From an optimization exercise on the open Yosys and OpenROAD flow, aimed at small area, a short achievable clock period and few clock cycles per item; shortcuts taken in it are not production practice.
RTL that was checked went through simulation tests only; none was proved equivalent to the original.
Power and IR drop assume default switching activity.

rev 12:
## motor_ui_core
module motor_ui_core (
    input  wire        clk,
    input  wire        rst,             
    input  wire        op_valid,
    input  wire [15:0] op_word,
    output wire        op_ready,
    output reg         done,
    output reg  [15:0] result,
    output reg         refused,
    output wire [3:0]  col_drive,
    output reg  [13:0] duty_hb,
    output reg  [13:0] duty_boost,
    output reg  [13:0] duty_buck,
    output reg         pwm_out_en,
    output wire [31:0] rpm,
    output reg         running,
    output reg         vth,
    output reg  [16:0] sp_volt,
    output reg  [16:0] sp_speed,
    output reg  [16:0] sp_max,
    output reg  [1:0]  cur_row,
    output reg  [2:0]  cur_col,
    output reg  [19:0] dig_buf,         
    output reg         digit_entered
);
Size in the first run: ~3,200 cells after synthesis, ~0.026 mm² of cells after synthesis.
clock: 10.0 ns
lec_check: 0
cap_margin: 20
core_margin: 2
core_utilization: 40
slew_margin: 20
run.sh (not shown) runs the stock make flow with config.mk's settings and CLKGATE_MAP_FILE= SYNTH_SCRIPT=/design/flow/synth_recipe.tcl, a recipe that flattens the netlist after the stock synthesis.
Rev 12 reached the end of the flow, and the finished layout is clean on the timing, design-rule and antenna checks.
Testbench counts of rev 12, summed over its fixed seeds: cycles 24,813, ops 24,000.
What rev 13 does differently from rev 12 at the input level:
- putting SETUP_SLACK_MARGIN at 5 where nothing was set
### Flow results
As far as width of the die goes, rev 12 and rev 13 are indistinguishable; the numbers are identical.
Rev 13: largest stage delay on the critical path 0.26 ns below rev 12
Summary of rev 13 over rev 12: proportion of cell area spent on the clock network now sits at about the same level; final non-filler cell area now sits at about the same level.
On total power, rev 12 and rev 13 are neck and neck.
The clock skew on rev 12 is in line with that on rev 13.
As far as number of nets in the finished design goes, rev 13 and rev 12 are indistinguishable; the numbers are identical.
Shortest period the worst path allows: rev 13 < rev 12
Setup slack in rev 13 vs rev 12: up 0.63 ns

---

north:
Another version of the RTL of motor_ui_core (not shown whole).
Size: about 3000 cells after synthesis, ~410 flip-flops, roughly 24000 um^2 of cells after synthesis.
==> flow/design.v (excerpt) <==
module motor_ui_core (
    input  wire        clk,
    input  wire        rst,             
    input  wire        op_valid,
    input  wire [15:0] op_word,
    output wire        op_ready,
    output reg         done,
    output reg  [15:0] result,
    output reg         refused,
    output wire [3:0]  col_drive,
    output reg  [13:0] duty_hb,
    output reg  [13:0] duty_boost,
    output reg  [13:0] duty_buck,
    output reg         pwm_out_en,
    output wire [31:0] rpm,
    output reg         running,
    output reg         vth,
    output reg  [16:0] sp_volt,
    output reg  [16:0] sp_speed,
    output reg  [16:0] sp_max,
    output reg  [1:0]  cur_row,
    output reg  [2:0]  cur_col,
    output reg  [19:0] dig_buf,         
    output reg         digit_entered
);
    localparam [16:0] BATT_CV   = 17'd900;
    localparam [16:0] CEIL_CV   = 17'd2400;
    localparam [13:0] DUTY_FULL = 14'd10000;
    localparam [23:0] EP_MAX    = 24'hFFFFFF;
    reg [15:0] hb;
    reg [47:0] hr;
    reg [3:0]  col_oh;                  
    reg [5:0]  qs0, qs1;                
    reg        qin, qout;
    reg        sp_state;                
    reg [23:0] ep;                      
    reg        ep_small;                
    reg [22:0] rpm_r;
    reg        vlow_r, vhigh_r, mzero_r;    
    assign col_drive = col_oh;
    assign rpm       = {9'd0, rpm_r};
    reg        a_v;                     
    reg [15:0] a_w;
    reg       ib_v;                     
    reg       ib_scan, ib_speed, ib_ctrl, ib_edge, ib_pop, ib_reset, ib_ref;
    reg       ib_kdig, ib_kup, ib_kdn, ib_klt, ib_krt, ib_kcom, ib_kstar;
    reg [3:0] ib_lo;                    
    reg       ib_above;                 
    reg       ib_sa;                    
    reg       ready_r;                  
    reg       go_r;                     
    reg       exec;                     
  ...
clock: 10.0 ns
lec_check: 0
cap_margin: 20
core_margin: 2
core_utilization: 40
slew_margin: 20
standard.sh (not shown) runs the stock make flow with config.mk's settings and CLKGATE_MAP_FILE= SYNTH_SCRIPT=/design/flow/synth_recipe.tcl, a recipe that flattens the netlist after the stock synthesis.
==> flow/flow/run.sh <==
#!/bin/bash
set -euo pipefail
MARGIN=$(cat flow/margin.txt)
bash standard.sh SETUP_SLACK_MARGIN="$MARGIN" finish > layout_make.log 2>&1
==> flow/flow/margin.txt <==
6.8
Testbench counts of north, summed over its fixed seeds: cycles 24,865, ops 24,000.
The inputs of south differ from those of north as listed below.
==> flow/flow/margin.txt <==
6.5
Results
When the final numbers for south and north were put side by side, the post-route clock period utilization turned out to be greater in north.
north reports its end of the critical path as du_r[8] while south reports du_q[0].
south against north: sequential share of layout area has increased; sequential share of power has increased.
Re die boundary width: no difference whatsoever between north and south.
Between south and north, the post-placement cell area does not differ in any meaningful way.
The following lists how east was set up differently from south:
# south
export LEC_CHECK = 0
export CAP_MARGIN = 20
export CORE_MARGIN = 2
export CORE_UTILIZATION = 40
export SLEW_MARGIN = 20
create_clock -name core_clock -period 10.0 [get_ports {clk}]
# east
export LEC_CHECK = 0
export ABC_AREA = 1
export CAP_MARGIN = 20
export CORE_MARGIN = 2
export CORE_UTILIZATION = 40
export SLEW_MARGIN = 20
create_clock -name core_clock -period 10.0 [get_ports {clk}]
==> flow/flow/run.sh <==
#!/bin/bash
set -euo pipefail
args=()
while IFS= read -r line; do
  [[ -z "$line" || "$line" == \#* ]] && continue
  args+=("$line")
done < flow/make_args.txt
bash standard.sh "${args[@]}" finish > layout_make.log 2>&1
==> flow/flow/make_args.txt (new file) <==
SETUP_SLACK_MARGIN=6.2
BUFFER_PORTS_ARGS=-buffer_cell sky130_fd_sc_hd__buf_2
removed: flow/flow/margin.txt
[summary]
south -> east: clock transition at the register clock pins on the worst setup and hold paths after CTS flat
Relative to south, east improves first-pass GRT wire length.
Die size: east exceeds south
Final standard cell utilization of the core was lower in the run labelled east.
Compared with south, in east non-clock buffering overhead in the final layout saw a decrease; relative slew slack saw an increase; later-pin clock latency in the skew report saw little to no change; initial cell density of the core saw a decrease; wire length saw a decrease.
### east -> west
# east
export LEC_CHECK = 0
export ABC_AREA = 1
export CAP_MARGIN = 20
export CORE_MARGIN = 2
export CORE_UTILIZATION = 40
export SLEW_MARGIN = 20
create_clock -name core_clock -period 10.0 [get_ports {clk}]
# west
export LEC_CHECK = 0
export CAP_MARGIN = 20
export CORE_MARGIN = 2
export CORE_UTILIZATION = 40
export SLEW_MARGIN = 20
create_clock -name core_clock -period 10.0 [get_ports {clk}]
The lower die area of east and west is in west. Total number of placement rows, east and west: larger value in east. west against east: number of vias after detailed routing decreased 2.0%, number of endpoints failing setup at the final stage level, global placer's final weighted congestion has decreased. Against east, hold slack in west came out worse. Comparing east and west, post-route cell area is higher on west. west against east: critical path arrival rose by 0.28 ns, multiplexer share of the synthesized area rose by 2.3 points. The worst-path cell with the longest stage delay comes out ha_2 in one run and edfxtp_1 in the other, namely in east and west respectively.

---

== run a ==
Another version of the RTL of motor_ui_core (not shown whole).
Size in the first run: ~200 I/O pins.
Settings: LEC_CHECK=0, ABC_AREA=1, CAP_MARGIN=20, CORE_MARGIN=2, CORE_UTILIZATION=40, CTS_BUF_LIST=sky130_fd_sc_hd__clkbuf_16, CTS_CLUSTER_DIAMETER=60, CTS_CLUSTER_SIZE=20, SLEW_MARGIN=20; clock period 10.0 ns.
==> flow/flow/run.sh <==
#!/bin/bash
set -euo pipefail
args=()
while IFS= read -r line; do
  [[ -z "$line" || "$line" == \#* ]] && continue
  args+=("$line")
done < flow/make_args.txt
bash standard.sh "${args[@]}" finish > layout_make.log 2>&1
==> flow/flow/make_args.txt <==
SETUP_SLACK_MARGIN=6.7
BUFFER_PORTS_ARGS=-buffer_cell sky130_fd_sc_hd__buf_2
Run a went all the way through the flow, and no timing, DRC or antenna check failed.
## Diff of input files: run b against run a
Settings: CTS_CLUSTER_DIAMETER removed (was 60); CTS_CLUSTER_SIZE changed from 20 to 30; CTS_BUF_LIST changed from sky130_fd_sc_hd__clkbuf_16 to sky130_fd_sc_hd__clkbuf_8.
==> flow/flow/make_args.txt <==
SETUP_SLACK_MARGIN=6.2
BUFFER_PORTS_ARGS=-buffer_cell sky130_fd_sc_hd__buf_2
==> run notes <==
- In the flow results for run a and run b, the first-pass GRT wire length is larger on run b.
- Total non-filler cell area in the finished layout, run b vs run a: down by a few percent
- Share of the cycle needed by the critical path after routing ended up 2.9 points higher on run b than on run a.
- The higher layout overhead on the synthesized area came out of run a.
- Diff run a -> run b: combinational power lower; total design power lower; final cell count higher.
No functional check of the RTL was part of any run of this note.

---

Setup of job 1101:
motor_ui_core, a different RTL version from the one above (not shown whole).
Size in the first run: roughly 3200 cells after synthesis, about 450 flip-flops, about 200 I/O pins.
## motor_ui_core
module motor_ui_core (
    input  wire        clk,
    input  wire        rst,             
    input  wire        op_valid,
    input  wire [15:0] op_word,
    output wire        op_ready,
    output reg         done,
    output reg  [15:0] result,
    output reg         refused,
    output wire [3:0]  col_drive,
    output reg  [13:0] duty_hb,
    output reg  [13:0] duty_boost,
    output reg  [13:0] duty_buck,
    output reg         pwm_out_en,
    output wire [31:0] rpm,
    output reg         running,
    output reg         vth,
    output reg  [16:0] sp_volt,
    output reg  [16:0] sp_speed,
    output reg  [16:0] sp_max,
    output reg  [1:0]  cur_row,
    output reg  [2:0]  cur_col,
    output reg  [19:0] dig_buf,         
    output reg         digit_entered
);
Settings: LEC_CHECK=0, CAP_MARGIN=20, CORE_MARGIN=2, CORE_UTILIZATION=40, SETUP_SLACK_MARGIN=5, SLEW_MARGIN=20; clock period 10.0 ns.
run.sh (not shown) runs the stock make flow with config.mk's settings and CLKGATE_MAP_FILE= SYNTH_SCRIPT=/design/flow/synth_recipe.tcl, a recipe that flattens the netlist after the stock synthesis.
Stock flow here: none of the scripts above is used.
Testbench counts of job 1101, summed over its fixed seeds: cycles 24,821, ops 24,000.
The following lists how job 8090 was set up differently from job 1101:
- a deleted SETUP_SLACK_MARGIN that had been 5
==> flow/flow/run.sh (new file) <==
#!/bin/bash
set -euo pipefail
MARGIN=$(cat flow/margin.txt)
bash standard.sh SETUP_SLACK_MARGIN="$MARGIN" finish > layout_make.log 2>&1
==> flow/flow/margin.txt (new file) <==
6.2
==> flow/standard.sh (new file) <==
#!/bin/bash
# synth_recipe.tcl (not shown) runs the flow's synth.tcl, then flattens the netlist and writes it again
# the make line also repeats each setting of config.mk as NAME=value (left out here)
make -C /OpenROAD-flow-scripts/flow DESIGN_CONFIG=/design/flow/config.mk WORK_HOME=/design/flow/orfs CLKGATE_MAP_FILE= SYNTH_SCRIPT=/design/flow/synth_recipe.tcl "${@:-finish}"
removed: flow/run.sh
Findings:
Logic gate share of total power delta (job 1101 -> job 8090): insignificant. Internal power: job 1101 vs job 8090, no meaningful difference. The worst endpoint required time of job 1101 and that of job 8090 are within noise of each other. Between job 1101 and job 8090, the power consumption figures differ only marginally. Job 8090 and job 1101 ended up with roughly the same via count of the first global-routing pass. Changes observed in job 8090 relative to job 1101: routed length per placed instance neither gained nor lost much; area of all placed cells without fillers picked up an extra 160 um2; overall routing resource usage neither gained nor lost much; share of the clock period used by the worst path lost 5.9 points; worst hold slack neither gained nor lost much. ~same first-pass GRT wire length in job 1101 and job 8090.

==> separate check: timing with driven ports <==
The flow's constraints put no driver on any port. The routed layouts listed below were extracted and timed again, unchanged, in two steps. Step 1, drivers: a clkbuf_16 drives clk and a buf_2 each remaining input, both assumed. Step 2 adds t to the input delays and takes it off the output delays; t is the mean of the earliest and latest rising clock arrival at the registers after step 1. Input paths then give back, and output paths get back, about the clock's delay inside the block. Slacks: ideal / step 1 / step 2; pairs: ideal / step 1.
| run | t (ns) | slack for setup (ns) | latest minus earliest clock arrival (ns) | cell pins on the clock port's net |
|---|---|---|---|---|
| rev 12 | 0.663 | 5.012 / 5.012 / 5.012 | 0.034 / 0.035 | 1 |
| rev 13 | 0.662 | 5.645 / 5.645 / 5.113 | 0.034 / 0.034 | 1 |
| north | 0.664 | 5.925 / 5.925 / 5.925 | 0.018 / 0.018 | 1 |
| south | 0.661 | 6.144 / 6.144 / 6.039 | 0.018 / 0.018 | 1 |
| east | 0.640 | 6.309 / 6.309 / 5.977 | 0.033 / 0.032 | 1 |
| west | 0.666 | 6.044 / 6.044 / 5.955 | 0.035 / 0.036 | 1 |
| run a | 0.652 | 6.714 / 6.654 / 6.221 | 0.045 / 0.044 | 1 |
| run b | 0.703 | 6.426 / 6.426 / 6.009 | 0.036 / 0.035 | 1 |
| job 1101 | 0.653 | 5.675 / 5.609 / 5.732 | 0.017 / 0.017 | 1 |
| job 8090 | 0.647 | 6.263 / 6.202 / 5.777 | 0.018 / 0.018 | 1 |
After both steps every run listed still meets setup and hold. The setup slack of rev 13, which loses most, moves by 0.000 ns with the drivers and by -0.532 ns with both steps.
